From an optimization exercise on the open Yosys and OpenROAD flow, aimed at a short achievable clock period; shortcuts taken in it are not production practice.

// imu_frame_decoder
module imu_frame_decoder (
    input  wire        clk,
    input  wire        rst,         
    input  wire        in_valid,
    input  wire [7:0]  in_byte,
    input  wire [31:0] now,
    output reg  [1:0]  fstate,
    output wire [31:0] acc_x,
    output wire [31:0] acc_y,
    output wire [31:0] acc_z,
    output wire [31:0] gyro_x,
    output wire [31:0] gyro_y,
    output wire [31:0] gyro_z,
    output wire [31:0] angle_x,
    output wire [31:0] angle_y,
    output wire [31:0] angle_z,
    output wire [31:0] mag_x,
    output wire [31:0] mag_y,
    output wire [31:0] mag_z,
    output reg  [31:0] temp,
    output reg  [15:0] version,
    output reg  [31:0] ts,
    output reg         valid,
    output reg  [31:0] wd_last
);
    localparam [1:0] S_IDLE        = 2'd0;
    localparam [1:0] S_RECEIVING   = 2'd1;
    localparam [1:0] S_FRAME_READY = 2'd2;
    localparam [1:0] S_FRAME_ERROR = 2'd3;
    localparam [7:0] HDR       = 8'h55;
    localparam [7:0] TAG_ACC   = 8'h51;
    localparam [7:0] TAG_GYRO  = 8'h52;
  ...
==> flow/config.mk <==
export PLATFORM = sky130hd
export DESIGN_NAME = imu_frame_decoder
export DESIGN_NICKNAME = imu_frame_decoder
export VERILOG_FILES = /design/flow/design.v
export SDC_FILE = /design/flow/constraint.sdc
export NUM_CORES = 4
export LEC_CHECK = 0
export CAP_MARGIN = 40
export CORE_MARGIN = 2
export CORE_UTILIZATION = 60
export CTS_BUF_LIST = sky130_fd_sc_hd__clkbuf_8 sky130_fd_sc_hd__clkbuf_16
export CTS_CLUSTER_DIAMETER = 120
export CTS_CLUSTER_SIZE = 24
export SLEW_MARGIN = 40
export SYNTH_HIERARCHICAL = 1
==> flow/constraint.sdc <==
create_clock -name core_clock -period 70.0 [get_ports {clk}]
set_input_delay 14.0000 -clock core_clock [delete_from_list [all_inputs] [get_ports {clk}]]
set_output_delay 14.0000 -clock core_clock [all_outputs]
set_load 0.01 [all_outputs]
standard.sh (not shown) runs the stock make flow with config.mk's settings and CLKGATE_MAP_FILE= SYNTH_SCRIPT=/design/flow/synth_recipe.tcl, a recipe that flattens the netlist after the stock synthesis.
==> flow/flow/run.sh <==
#!/bin/bash
# Standard layout (the standard.sh, standard synthesis unchanged), with:
#  - the resizer's setup repair aiming at a larger slack, so it keeps
#    improving paths that already meet the clock,
#  - resizing not held to the same cell footprint,
#  - port buffers of a plain buffer cell instead of a delay cell,
#  - after placement, each output buffer moved next to its register.
set -euo pipefail
ARGS=(SETUP_SLACK_MARGIN=56 MATCH_CELL_FOOTPRINT=0 "BUFFER_PORTS_ARGS=-buffer_cell sky130_fd_sc_hd__buf_4")
bash standard.sh "${ARGS[@]}" place > standard_place.log 2>&1
PLACE_ODB=$(find "$PWD/orfs/results" -name 3_place.odb | head -1)
export PLACE_ODB
openroad -no_init -exit flow/move_obuf.tcl > move_obuf.log 2>&1
bash standard.sh "${ARGS[@]}" finish > standard.log 2>&1
==> flow/flow/move_obuf.tcl <==
# Put each output port's buffer next to the register that drives it, so the
# register drives only a short wire and the buffer drives the long one to the
# pin; then legalize the placement again.
set odb $::env(PLACE_ODB)
read_db $odb
set block [ord::get_db_block]
set moved 0
foreach bt [$block getBTerms] {
  if {[$bt getIoType] ne "OUTPUT"} continue
  set net [$bt getNet]
  if {$net eq "NULL"} continue
  set buf ""
  foreach it [$net getITerms] { if {[$it isOutputSignal]} { set buf [$it getInst] } }
  if {$buf eq ""} continue
  set in ""
  foreach it [$buf getITerms] { if {[$it isInputSignal]} { set in [$it getNet] } }
  if {$in eq "" || $in eq "NULL"} continue
  set ff ""
  foreach it [$in getITerms] { if {[$it isOutputSignal]} { set ff [$it getInst] } }
  if {$ff eq ""} continue
  if {![string match "*df*" [[$ff getMaster] getName]]} continue
  set l [$ff getLocation]
  $buf setLocation [expr {[lindex $l 0] + [[$ff getMaster] getWidth]}] [lindex $l 1]
  $buf setPlacementStatus PLACED
  incr moved
}
puts "moved $moved output buffers"
detailed_placement
check_placement -verbose
write_db $odb
The first run finished with timing, DRC and antenna clean.
Edit:
==> flow/flow/run.sh (replaced) <==
#!/bin/bash
# Standard layout (the standard.sh, standard synthesis unchanged), with:
#  - the resizer's setup repair aiming at a larger slack, so it keeps
#    improving paths that already meet the clock,
#  - resizing not held to the same cell footprint,
#  - port buffers of a plain buffer cell instead of a delay cell.
set -euo pipefail
bash standard.sh \
  SETUP_SLACK_MARGIN=56 \
  MATCH_CELL_FOOTPRINT=0 \
  "BUFFER_PORTS_ARGS=-buffer_cell sky130_fd_sc_hd__buf_4" \
  finish > standard.log 2>&1
CTS_BUF_LIST = unset   (was sky130_fd_sc_hd__clkbuf_8 sky130_fd_sc_hd__clkbuf_16)
removed: flow/flow/move_obuf.tcl
Result:
- final cell count came out lower slightly
- final area drops slightly
- synthesized cell count is unchanged
- sequential share of layout area came out higher by 0.18 points
No functional check of the RTL was part of any run of this note.

## re-timing with driven ports
The flow's constraints put no driver on any port. The routed layouts listed below were extracted and timed again, unchanged, in two steps.
Step 1 sets driving cells, clkbuf_16 on the clock port and buf_2 on the other inputs (assumed; they add their load-dependent delay and slew).
Step 2, shift: input delay + t, output delay - t, t = (earliest + latest rising clock arrival at the registers) / 2. This alone moves slack from input paths to output paths.
a / b / c = no drivers / after step 1 / after step 2; a / b = the first two.
run	t (ns)	setup slack, ns	hold WS [ns]	worst setup path at the end	worst register clock-pin slew, ns
the first run	0.788	54.573 / 54.470 / 53.681	0.498 / 0.498 / 0.498	input to register	0.11 / 0.11
the second run	0.793	54.561 / 54.325 / 53.532	0.500 / 0.500 / 0.500	input to register	0.12 / 0.12
After both steps setup and hold are still met in every run listed. For the second run, which loses most, drivers alone change the setup slack by -0.236 ns; drivers and shift together by -1.029 ns.
